Background: an optimization exercise with open tools, aiming at small area. Do not read the settings as production practice.
RTL that was checked went through simulation tests only; none was proved equivalent to the original.
Power figures rest on the tool's default switching activity, not on a simulated workload. The clock port is modelled as an ideal driver; clocking choices that lean on that would not hold on a real chip.

v8:
Design imps_core, start of the top module:
module imps_core (
    input  wire        clk,
    input  wire        rst,
    input  wire [31:0] cfg_ninstr,
    input  wire [31:0] cfg_entry,
    input  wire [15:0] cfg_memsize,
    output wire        imem_req,
    output wire [31:0] imem_addr,
    input  wire        imem_ready,
    input  wire [31:0] imem_rdata,
    output wire        dmem_req,
    output wire        dmem_we,
    output wire [3:0]  dmem_be,
    output wire [15:0] dmem_addr,
    output wire [31:0] dmem_wdata,
    input  wire        dmem_ready,
    input  wire [31:0] dmem_rdata,
    output wire        sys_req,
    output wire [31:0] sys_num,
    output wire [31:0] sys_a0,
    output wire [31:0] sys_a1,
    output wire [31:0] sys_a2,
    input  wire        sys_ack,
    input  wire        sys_wr,
    input  wire [31:0] sys_ret,
    input  wire        sys_fault,
    input  wire [31:0] sys_fault_addr,
    output wire        ret_valid,
    output wire [31:0] ret_pc,
    output wire        ret_we,
    output wire [4:0]  ret_rd,
    output wire [31:0] ret_wdata,
    output wire [1:0]  status,
    output wire [2:0]  fault_code,
    output wire [31:0] fault_info,
    output wire [2:0]  fault_width,
    output wire [31:0] pc_out
);
export LEC_CHECK = 0
export CAP_MARGIN = 0
export CORE_MARGIN = 2
export CORE_UTILIZATION = 40
export CTS_BUF_LIST = sky130_fd_sc_hd__clkbuf_16
export CTS_CLUSTER_DIAMETER = 100
export CTS_CLUSTER_SIZE = 30
export PLACE_DENSITY = 0.6
export SLEW_MARGIN = 0
create_clock -name core_clock -period 13.0 [get_ports {clk}]
standard.sh (not shown) runs the stock make flow with config.mk's settings and CLKGATE_MAP_FILE= SYNTH_SCRIPT=/design/flow/synth_recipe.tcl, a recipe that flattens the netlist after the stock synthesis.
==> flow/flow/run.sh <==
#!/bin/bash
# Layout flow: the standard ORFS flow (standard.sh: unchanged synthesis,
# floorplan, power grid, placement, CTS, routing) with two layout choices:
#  - the buffers buffer_ports puts on every input and output port are the
#    platform's smallest buffer cell instead of the default choice;
set -euo pipefail
export BUFFER_PORTS_ARGS="-buffer_cell sky130_fd_sc_hd__buf_1"
export CTS_ARGS="-sink_clustering_enable -repair_clock_nets -sink_clustering_size 30 -sink_clustering_max_diameter 100 -buf_list sky130_fd_sc_hd__clkbuf_16 -dont_use_dummy_load"
bash standard.sh > standard_flow.log 2>&1
What v25 does differently from v8 at the input level:
- SLEW_MARGIN now 20, was 0
- CAP_MARGIN now 20, was 0
--- outcome ---
- v25: flow completed, timing, DRC and antenna clean
- ~same internal power in v25 and v8
- [compare] base=v8 new=v25: fmax held steady; area of all placed cells without fillers comparable.

imps_core, a different RTL version from the one above (not shown whole).
Size: ~1100 flip-flops, about 34000 µm² of cells after synthesis.
==> flow/design.v (excerpt) <==
module imps_core (
    input  wire        clk,
    input  wire        rst,
    input  wire [31:0] cfg_ninstr,
    input  wire [31:0] cfg_entry,
    input  wire [15:0] cfg_memsize,
    output wire        imem_req,
    output wire [31:0] imem_addr,
    input  wire        imem_ready,
    input  wire [31:0] imem_rdata,
    output wire        dmem_req,
    output wire        dmem_we,
    output wire [3:0]  dmem_be,
    output wire [15:0] dmem_addr,
    output wire [31:0] dmem_wdata,
    input  wire        dmem_ready,
    input  wire [31:0] dmem_rdata,
    output wire        sys_req,
    output wire [31:0] sys_num,
    output wire [31:0] sys_a0,
    output wire [31:0] sys_a1,
    output wire [31:0] sys_a2,
    input  wire        sys_ack,
    input  wire        sys_wr,
    input  wire [31:0] sys_ret,
    input  wire        sys_fault,
    input  wire [31:0] sys_fault_addr,
    output wire        ret_valid,
    output wire [31:0] ret_pc,
    output wire        ret_we,
    output wire [4:0]  ret_rd,
    output wire [31:0] ret_wdata,
    output reg  [1:0]  status,
    output reg  [2:0]  fault_code,
    output wire [31:0] fault_info,
    output wire [2:0]  fault_width,
  ...
clock: 13.0 ns
lec_check: 0
cap_margin: 20
core_margin: 2
core_utilization: 40
cts_buf_list: sky130_fd_sc_hd__clkbuf_16
cts_cluster_diameter: 100
cts_cluster_size: 30
place_density: 0.6
slew_margin: 20
run.sh (not shown) runs the stock make flow with config.mk's settings and CLKGATE_MAP_FILE= SYNTH_SCRIPT=/design/flow/synth_recipe.tcl, a recipe that flattens the netlist after the stock synthesis.
Stock flow here: none of the scripts above is used.
Next try:
CTS_BUF_LIST = default   (was sky130_fd_sc_hd__clkbuf_16)
CTS_CLUSTER_DIAMETER = default   (was 100)
CTS_CLUSTER_SIZE = default   (was 30)
Effect:
- global-route usage came out higher by 0.45 points
- cell area came out higher by 5.4%
- synthesized area stays the same
- core utilization came out higher by 2.6 points
- clock power came out higher by 74%
- setup slack gets worse by 0.022 ns
- wire length came out higher by 2.2%
- critical path depth stays the same
- sequential share of layout area came out lower by 3.2 points
Next try:
CTS_BUF_LIST = sky130_fd_sc_hd__clkbuf_8   (was default)
CTS_CLUSTER_DIAMETER = 40   (was default)
CTS_CLUSTER_SIZE = 12   (was default)
After rerunning: Via count went up slightly. Routed wire length came out higher slightly. Clock-buffer cell count is higher by 9.
No functional check of the RTL was part of any run of this note.

imps_core, a different RTL version from the one above (not shown whole).
Size in the first run: roughly 2,300 cells after synthesis, roughly 1,100 flip-flops, about 0.033 sq mm of cells after synthesis.
export LEC_CHECK = 0
export CAP_MARGIN = 20
export CORE_MARGIN = 2
export CORE_UTILIZATION = 65
export CTS_BUF_LIST = sky130_fd_sc_hd__clkbuf_16
export CTS_CLUSTER_DIAMETER = 100
export CTS_CLUSTER_SIZE = 30
export PLACE_DENSITY = 0.8
export SLEW_MARGIN = 20
create_clock -name core_clock -period 13.0 [get_ports {clk}]
standard.sh (not shown) runs the stock make flow with config.mk's settings and CLKGATE_MAP_FILE= SYNTH_SCRIPT=/design/flow/synth_recipe.tcl, a recipe that flattens the netlist after the stock synthesis.
Scripts as last shown in full above: flow/flow/run.sh
==> next run, changes <==
--- a/flow/flow/run.sh
+++ b/flow/flow/run.sh
@@ -7,3 +7,3 @@
 export BUFFER_PORTS_ARGS="-buffer_cell sky130_fd_sc_hd__buf_1"
-export CTS_ARGS="-sink_clustering_enable -repair_clock_nets -sink_clustering_size 30 -sink_clustering_max_diameter 100 -buf_list sky130_fd_sc_hd__clkbuf_16 -dont_use_dummy_load"
+export CTS_ARGS="-sink_clustering_enable -repair_clock_nets -sink_clustering_size 36 -sink_clustering_max_diameter 80 -buf_list sky130_fd_sc_hd__clkbuf_16 -dont_use_dummy_load"
 bash standard.sh > standard_flow.log 2>&1
=>
- core utilization decreases by 0.14 points
- sequential power stays flat
- synthesized area stays the same
- worst hold slack loses 35 ps
- count of clock-buffer cells in the layout goes down by 3
- final area barely changes

[port drivers added, routing unchanged]
Ports are ideal in the flow. The routed layouts listed here were re-timed in OpenROAD.
Step 1 (the two cells are an assumption about what drives the block):
set clk [get_ports {clk}]
set_driving_cell -lib_cell sky130_fd_sc_hd__clkbuf_16 $clk
set_driving_cell -lib_cell sky130_fd_sc_hd__buf_2 [delete_from_list [all_inputs] $clk]
Step 2, shift: input delay + t, output delay - t, t = (earliest + latest rising clock arrival at the registers) / 2. This alone moves slack from input paths to output paths.
Three values: ideal ports, drivers, drivers and shift; two values: the first two.
| run | shift t [ns] | setup slack, ns | clock arrival spread, ns |
|---|---|---|---|
| v8 | 0.652 | 7.504 / 7.436 / 7.666 | 0.099 / 0.099 |
| v25 | 0.652 | 7.503 / 7.435 / 7.667 | 0.099 / 0.099 |
| the first run of note 2 | 0.667 | 7.196 / 7.196 / 7.128 | 0.030 / 0.030 |
| the second run of note 2 | 0.697 | 7.175 / 7.175 / 7.108 | 0.043 / 0.043 |
| the third run of note 2 | 0.826 | 7.190 / 7.190 / 7.088 | 0.047 / 0.047 |
| the first run of note 3 | 0.629 | 7.607 / 7.580 / 7.563 | 0.051 / 0.051 |
| the second run of note 3 | 0.629 | 7.632 / 7.632 / 7.587 | 0.072 / 0.072 |
After both steps every run listed still meets setup and hold. For the third run of note 2, which loses most, drivers alone change the setup slack by 0.000 ns; drivers and shift together by -0.102 ns.
